This is an optimization exercise on Yosys and OpenROAD, whose aim is a short achievable clock period and few clock cycles, not a production implementation.
The RTL was checked by simulation tests, not by an equivalence proof against the original design.
Power figures rest on the tool's default switching activity, not on a simulated workload.

## xca
module xca (
  input  wire        clk,
  input  wire        rst,           
  output wire        ready,
  input  wire        csr_we,
  input  wire [3:0]  csr_addr,
  input  wire [15:0] csr_wdata,
  output reg         fb_re,
  output reg  [11:0] fb_addr,
  input  wire [7:0]  fb_rdata,
  output reg         rt_we,
  output reg  [6:0]  rt_idx,
  output reg  [58:0] rt_wdata,
  output wire [2:0]  status,
  output reg  [3:0]  err,
  output reg  [15:0] infoa,
  output reg  [15:0] infob,
  output reg  [11:0] len,
  output reg  [7:0]  acc,
  output reg  [11:0] plen,
  output reg  [1:0]  ttype,
  output wire [15:0] comp,
  output reg  [11:0] cmdlen,
  output reg  [6:0]  count
);
  localparam [3:0] E_OK      = 4'd0,
                   E_SHORT   = 4'd1,
                   E_NOSTX   = 4'd2,
                   E_NOETX   = 4'd3,
                   E_CSUM    = 4'd4,
                   E_TYPE    = 4'd5,
                   E_LENGTH  = 4'd6,
                   E_FORMAT  = 4'd10,
                   E_ILLEGAL = 4'd13;
  function [6:0] mul10(input [3:0] v);
    case (v)
      4'd0: mul10 = 7'd0;   4'd1: mul10 = 7'd10;  4'd2: mul10 = 7'd20;  4'd3: mul10 = 7'd30;
      4'd4: mul10 = 7'd40;  4'd5: mul10 = 7'd50;  4'd6: mul10 = 7'd60;  4'd7: mul10 = 7'd70;
      4'd8: mul10 = 7'd80;  4'd9: mul10 = 7'd90;  4'd10: mul10 = 7'd100; 4'd11: mul10 = 7'd110;
      4'd12: mul10 = 7'd120; 4'd13: mul10 = 7'd122; 4'd14: mul10 = 7'd12; 4'd15: mul10 = 7'd22;
    endcase
  endfunction
  function [9:0] mul100(input [3:0] v);
  ...
Size: about 6,700 flip-flops, about 0.28 sq mm of cells after synthesis.
clock: 6.5 ns
lec_check: 0
abc_clock_period_in_ps: 2300
cap_margin: 20
core_margin: 2
core_utilization: 60
cts_cluster_diameter: 80
cts_cluster_size: 30
setup_slack_margin: 4.2
slew_margin: 20
run.sh (not shown) runs the stock make flow with config.mk's settings and CLKGATE_MAP_FILE= SYNTH_SCRIPT=/design/flow/synth_recipe.tcl, a recipe that flattens the netlist after the stock synthesis.
Testbench counts at the start, summed over its fixed seeds: cycles 200,509.
Rerun with:
--- a/flow/design.v
+++ b/flow/design.v
@@ -304,24 +304,24 @@
       endcase
     end
   end
   always @(posedge clk) begin
     v1    <= fb_re & ~stx_abort;
     last1 <= is_last;
     etx1  <= m_frame & (ap1 == lm2);
     trh1  <= m_frame & (ap1 == lm1);
     a1    <= fb_addr;
     fin   <= 1'b0;
     rt_we <= 1'b0;
+    fb_addr <= ready_r ? ((w_op == 4'h2) ? w_arg : 12'd0) : ap1;
     if (fb_re) begin
-      fb_addr <= ap1;
       ap1     <= inc12(ap1);
       if (is_last | stx_abort) fb_re <= 1'b0;
     end
     if (v2) begin
       pos <= {pos[34:6], pos[35] | pos[5], pos[4:0], 1'b0};
       if (m_frame) begin
         if (!etx_seen) csum <= csum ^ d2;
         if (pos[0]) begin stx_b <= d2; stx_bad <= (d2 != 8'h02); end
         if (pos[1]) t1 <= d2;
         if (pos[2]) t2 <= d2;
         if (pos[3]) begin d3b <= d2; bad3 <= ~is_dig; g3 <= d2[3:0]; end
@@ -404,23 +404,22 @@
         plen  <= 12'd0;
         if (wq[12]) begin
           ttype <= 2'd0; comp_p <= 1'b0; comp_val <= 10'd0; cmdlen <= 12'd0; count <= 7'd0;
         end
       end else begin
         err   <= E_ILLEGAL;
         infoa <= wq;
       end
     end
     if (ready_r) begin
       wq       <= csr_wdata;
-      fb_addr  <= (w_op == 4'h2) ? w_arg : 12'd0;
       ap1      <= 12'd1;
       rend     <= (w_op == 4'h3) ? w_arg : leni;
       m_frame  <= (w_op == 4'h4) | (w_op == 4'h5);
       m_dec    <= w_op[0];
       m_axb    <= (w_op == 4'h2);
       m_single <= (w_op == 4'h2);
       csum     <= 8'd0;
       pos      <= 36'd1;
       etx_seen <= 1'b0;
       berr     <= 1'b0;
     end
@@ -437,23 +436,22 @@
       if (c_stall) ready_r <= 1'b0;
       if (c_sweep) fb_re <= 1'b1;
       if (c_stall & ~c_sweep) slow <= 1'b1;
     end
     if (rst) begin
       ready_r  <= 1'b1;
       fb_re    <= 1'b0;
       v1       <= 1'b0;
       fin      <= 1'b0;
       slow     <= 1'b0;
       pop_en   <= 1'b0;
-      shift_dn <= 1'b0;
       wr_last  <= 1'b0;
       rt_we    <= 1'b0;
       gotv     <= 1'b0;
       htype    <= 2'd0;
       err      <= 4'd0;
       infoa    <= 16'd0;
       infob    <= 16'd0;
       len      <= 12'd0;
       len_n    <= 12'hFFF;
       acc      <= 8'd0;
       plen     <= 12'd0;
Result:
- setup slack gains 77 ps
- core utilization stays flat
- non-clock buffer count fell by 26
- global-route usage is lower by 0.10 points
- design area stays flat
- sequential power is about the same
- synthesized cell count is about the same
- die area hardly moves
- area after synthesis hardly moves
Testbench counts after the change, summed over its fixed seeds: cycles 200,509.

## port drivers added, routing unchanged
How much do the figures lean on ideal ports? The routed layouts below were timed once more, with nothing changed but the port constraints.
Step 1: set_driving_cell puts a clkbuf_16 on clk and a buf_2 on each other input, an assumption about the parent block.
Step 2 adds t to the input delays and takes it off the output delays; t is the mean of the earliest and latest rising clock arrival at the registers after step 1. Input paths then give back, and output paths get back, about the clock's delay inside the block.
Slacks: no drivers / after step 1 / after step 2; pairs: no drivers / after step 1.
run | shift t [ns] | setup slack, ns | worst setup path after step 2 | worst slew at a driven data input, ns
the first run | 1.048 | 3.607 / 3.492 / 3.208 | input to register | 0.06
the second run | 1.065 | 3.685 / 3.577 / 3.196 | input to register | 0.10
After both steps setup and hold are still met in every run listed. The setup slack of the second run, which loses most, moves by -0.108 ns with the drivers and by -0.489 ns with both steps.
